Context: an optimization exercise on an open-source flow, tuned for small area. The choices shown serve that exercise and are no tape-out recipe. In this exercise RTL edits were held to simulation tests only and were not proved equivalent to the original. No activity file was given, so power comes from the tool's default toggle rates.

## fps_top
module fps_top (
    input             clk,
    input             rst,           
    input             reg_we,
    input      [4:0]  reg_addr,
    input      [31:0] reg_wdata,
    output reg [31:0] reg_rdata,
    output     [8:0]  ibuf_addr,
    input      [7:0]  ibuf_rdata,
    output reg        obuf_we,
    output     [8:0]  obuf_addr,
    output reg [7:0]  obuf_wdata,
    output            fdesc_we,
    output     [7:0]  fdesc_addr,
    output     [31:0] fdesc_wdata,
    output            irq
);
    localparam [2:0] OP_CHECKSUM = 3'd0, OP_ENCODE = 3'd1, OP_DECODE_RSP = 3'd2,
                     OP_EXTRACT  = 3'd3, OP_DECODE_FRAME = 3'd4, OP_BAD = 3'd7;
    localparam [2:0] R_OK = 3'd1, R_NOT_FOUND = 3'd2, R_INCOMPLETE = 3'd3,
                     R_ENC_ERR = 3'd4, R_MALFORMED = 3'd5, R_BAD_OP = 3'd6,
                     R_BAD_RANGE = 3'd7;
    localparam [2:0] S_IDLE = 3'd0, S_CHECK = 3'd1, S_HDR = 3'd2, S_FETCH = 3'd3,
                     S_USE = 3'd4, S_POST = 3'd5, S_FD = 3'd6, S_CUR = 3'd7;
  ...
Size in the first run: roughly 150 I/O pins, about 10000 um2 of cells after synthesis.
clock: 8.0 ns
lec_check: 0
cap_margin: 20
core_margin: 2
core_utilization: 65
place_density: 0.8
slew_margin: 20
standard.sh (not shown) runs the stock make flow with config.mk's settings and CLKGATE_MAP_FILE= SYNTH_SCRIPT=/design/flow/synth_recipe.tcl, a recipe that flattens the netlist after the stock synthesis.
==> flow/flow/run.sh <==
#!/bin/bash
# Own layout flow: the standard flow (standard.sh) with these changes:
#  - after the standard synthesis, its combinational logic is re-mapped by
#    ABC for area (flow/reabc.ys, flow/area.abc), four runs with different
#    seeds; the smallest result that yosys proves equivalent to the standard
#    synthesis is used (else the standard synthesis). Registers are kept.
#  - port buffers are sky130_fd_sc_hd__buf_1
#  - one tie cell for all constant outputs
#  - clock tree: small clock buffers, no dummy loads
#  - after synthesis, buffers above buf_2 and delay cells are not used
#    (the platform's don't-use list plus those), so that repairs use small
#    buffers
# Every tool's output goes to a log file in this folder.
set -euo pipefail
W=$PWD
R=$W/orfs/results/${FLOW_PLATFORM:-sky130hd}/fps_top/base
YOSYS=$(command -v yosys || echo "$FLOW_HOME/../tools/install/yosys/bin/yosys")
LIB=$FLOW_HOME/platforms/sky130hd/lib/sky130_fd_sc_hd__tt_025C_1v80.lib
KNOBS=(
  "BUFFER_PORTS_ARGS=-buffer_cell sky130_fd_sc_hd__buf_1"
  "SKIP_REPAIR_TIE_FANOUT=1"
  "CTS_ARGS=-sink_clustering_enable -repair_clock_nets -dont_use_dummy_load -buf_list sky130_fd_sc_hd__clkbuf_4 -root_buf sky130_fd_sc_hd__clkbuf_4 -sink_clustering_size 10 -sink_clustering_max_diameter 50"
)
bash standard.sh "${KNOBS[@]}" "$R/1_2_yosys.v" > std_synth.log 2>&1
cp "$R/1_2_yosys.v" "$R/1_2_yosys_std.v"

for S in 1 2 3 4; do
  sed -e "s/@SEED@/$S/" flow/area.abc > "area_$S.abc"
  sed -e "s#@LIB@#$LIB#g; s#@IN@#$R/1_2_yosys_std.v#; s#@OUT@#$W/remap_$S.v#; s#@ABC@#$W/area_$S.abc#" flow/reabc.ys > "reabc_$S.ys"
  "$YOSYS" -s "reabc_$S.ys" > "reabc_$S.log" 2>&1 &
done
wait || true

best=""
for f in $(for S in 1 2 3 4; do
             a=$(grep "Chip area for module '.fps_top'" "reabc_$S.log" 2>/dev/null | awk '{print $NF}')
             [[ -n "$a" && -s "remap_$S.v" ]] && echo "$a $S"
           done | sort -g | awk '{print $2}'); do
  sed -e "s#@LIB@#$LIB#g; s#@GOLD@#$R/1_2_yosys_std.v#; s#@GATE@#$W/remap_$f.v#" flow/equiv.ys > "equiv_$f.ys"
  if "$YOSYS" -s "equiv_$f.ys" > "equiv_$f.log" 2>&1; then best=$f; break; fi
done
echo "chosen re-map: ${best:-none (standard synthesis kept)}" > remap_choice.log
if [[ -n "$best" ]]; then
  cp "remap_$best.v" "$R/1_2_yosys.v"
fi

DONT_USE="sky130_fd_sc_hd__probe_p_8 sky130_fd_sc_hd__probec_p_8 sky130_fd_sc_hd__lpflow_bleeder_1 sky130_fd_sc_hd__lpflow_clkbufkapwr_1 sky130_fd_sc_hd__lpflow_clkbufkapwr_16 sky130_fd_sc_hd__lpflow_clkbufkapwr_2 sky130_fd_sc_hd__lpflow_clkbufkapwr_4 sky130_fd_sc_hd__lpflow_clkbufkapwr_8 sky130_fd_sc_hd__lpflow_clkinvkapwr_1 sky130_fd_sc_hd__lpflow_clkinvkapwr_16 sky130_fd_sc_hd__lpflow_clkinvkapwr_2 sky130_fd_sc_hd__lpflow_clkinvkapwr_4 sky130_fd_sc_hd__lpflow_clkinvkapwr_8 sky130_fd_sc_hd__lpflow_decapkapwr_12 sky130_fd_sc_hd__lpflow_decapkapwr_3 sky130_fd_sc_hd__lpflow_decapkapwr_4 sky130_fd_sc_hd__lpflow_decapkapwr_6 sky130_fd_sc_hd__lpflow_decapkapwr_8 sky130_fd_sc_hd__lpflow_inputiso0n_1 sky130_fd_sc_hd__lpflow_inputiso0p_1 sky130_fd_sc_hd__lpflow_inputiso1n_1 sky130_fd_sc_hd__lpflow_inputiso1p_1 sky130_fd_sc_hd__lpflow_inputisolatch_1 sky130_fd_sc_hd__lpflow_isobufsrc_1 sky130_fd_sc_hd__lpflow_isobufsrc_16 sky130_fd_sc_hd__lpflow_isobufsrc_2 sky130_fd_sc_hd__lpflow_isobufsrc_4 sky130_fd_sc_hd__lpflow_isobufsrc_8 sky130_fd_sc_hd__lpflow_isobufsrckapwr_16 sky130_fd_sc_hd__lpflow_lsbuf_lh_hl_isowell_tap_1 sky130_fd_sc_hd__lpflow_lsbuf_lh_hl_isowell_tap_2 sky130_fd_sc_hd__lpflow_lsbuf_lh_hl_isowell_tap_4 sky130_fd_sc_hd__lpflow_lsbuf_lh_isowell_4 sky130_fd_sc_hd__lpflow_lsbuf_lh_isowell_tap_1 sky130_fd_sc_hd__lpflow_lsbuf_lh_isowell_tap_2 sky130_fd_sc_hd__lpflow_lsbuf_lh_isowell_tap_4"
DONT_USE="$DONT_USE sky130_fd_sc_hd__buf_4 sky130_fd_sc_hd__buf_6 sky130_fd_sc_hd__buf_8 sky130_fd_sc_hd__buf_12 sky130_fd_sc_hd__buf_16 sky130_fd_sc_hd__clkdlybuf4s50_1 sky130_fd_sc_hd__clkdlybuf4s50_2 sky130_fd_sc_hd__clkdlybuf4s25_1 sky130_fd_sc_hd__clkdlybuf4s25_2 sky130_fd_sc_hd__clkdlybuf4s15_1 sky130_fd_sc_hd__clkdlybuf4s15_2 sky130_fd_sc_hd__clkdlybuf4s18_1 sky130_fd_sc_hd__clkdlybuf4s18_2 sky130_fd_sc_hd__dlygate4sd1_1 sky130_fd_sc_hd__dlygate4sd2_1 sky130_fd_sc_hd__dlygate4sd3_1 sky130_fd_sc_hd__dlymetal6s2s_1 sky130_fd_sc_hd__dlymetal6s4s_1 sky130_fd_sc_hd__dlymetal6s6s_1"
bash standard.sh "${KNOBS[@]}" "DONT_USE_CELLS=$DONT_USE" finish > std_finish.log 2>&1
Other scripts of this flow, unchanged in this note and not shown: flow/flow/area.abc, flow/flow/equiv.ys, flow/flow/reabc.ys
==> next run, changes <==
CORE_UTILIZATION = 55   (was 65)
PLACE_DENSITY = 0.7   (was 0.8)
Effect:
- worst hold slack gains 10 ps
- first-iteration DRC count shrinks by 13%
- combinational power shrinks by about 35%
- final cell count barely changes
- total power shrinks by about 11%
- cell area stays flat
- clock-buffer cell count does not change
- clock power shrinks by about 0.9%
- wire length shrinks by 0.59%
- maximum frequency shrinks by about 0.9%
- critical path depth grows by 2
==> next run, changes <==
--- a/flow/flow/run.sh
+++ b/flow/flow/run.sh
@@ -22 +22 @@
-  "CTS_ARGS=-sink_clustering_enable -repair_clock_nets -dont_use_dummy_load -buf_list sky130_fd_sc_hd__clkbuf_4 -root_buf sky130_fd_sc_hd__clkbuf_4 -sink_clustering_size 10 -sink_clustering_max_diameter 50"
+  "CTS_ARGS=-sink_clustering_enable -repair_clock_nets -dont_use_dummy_load -buf_list sky130_fd_sc_hd__clkbuf_4 -root_buf sky130_fd_sc_hd__clkbuf_4 -sink_clustering_size 9 -sink_clustering_max_diameter 45"
=> Worst hold slack got worse by 6.4 ps. Via count came out lower by 0.78%. First-iteration DRC count came out higher by 15%. Cell area hardly moves. Power came out higher by 15%. Routed wire length came out higher by 1.2%. Critical path depth came out lower by 3. Die area came out lower by 0.80%. Setup slack got worse by 80 ps. Global-route usage came out higher by 0.17 points. Sequential share of layout area came out higher by 0.13 points.

-- separate check: timing with driven ports --
The flow's constraints put no driver on any port. The routed layouts listed below were extracted and timed again, unchanged, in two steps.
Step 1, drivers: a clkbuf_16 drives clk and a buf_2 each remaining input, both assumed.
Step 2 moves the port delays by t, midway between the first and last clock arrival at a register: inputs arrive t later, outputs are due t later. That takes back most of the time a late clock gives input paths.
Three values: ideal ports, drivers, drivers and shift; two values: the first two.
| run | t (ns) | setup slack, ns | worst setup path at the end | clock arrival spread, ns | worst data-port slew with drivers (ns) |
|---|---|---|---|---|---|
| the first run | 0.714 | 1.632 / 1.606 / 1.606 | input to output | 0.043 / 0.043 | 0.03 |
| the second run | 0.716 | 1.573 / 1.547 / 1.547 | input to output | 0.091 / 0.091 | 0.03 |
| the third run | 0.651 | 1.493 / 1.454 / 1.734 | input to output | 0.068 / 0.068 | 0.04 |
After both steps every run listed still meets setup and hold.
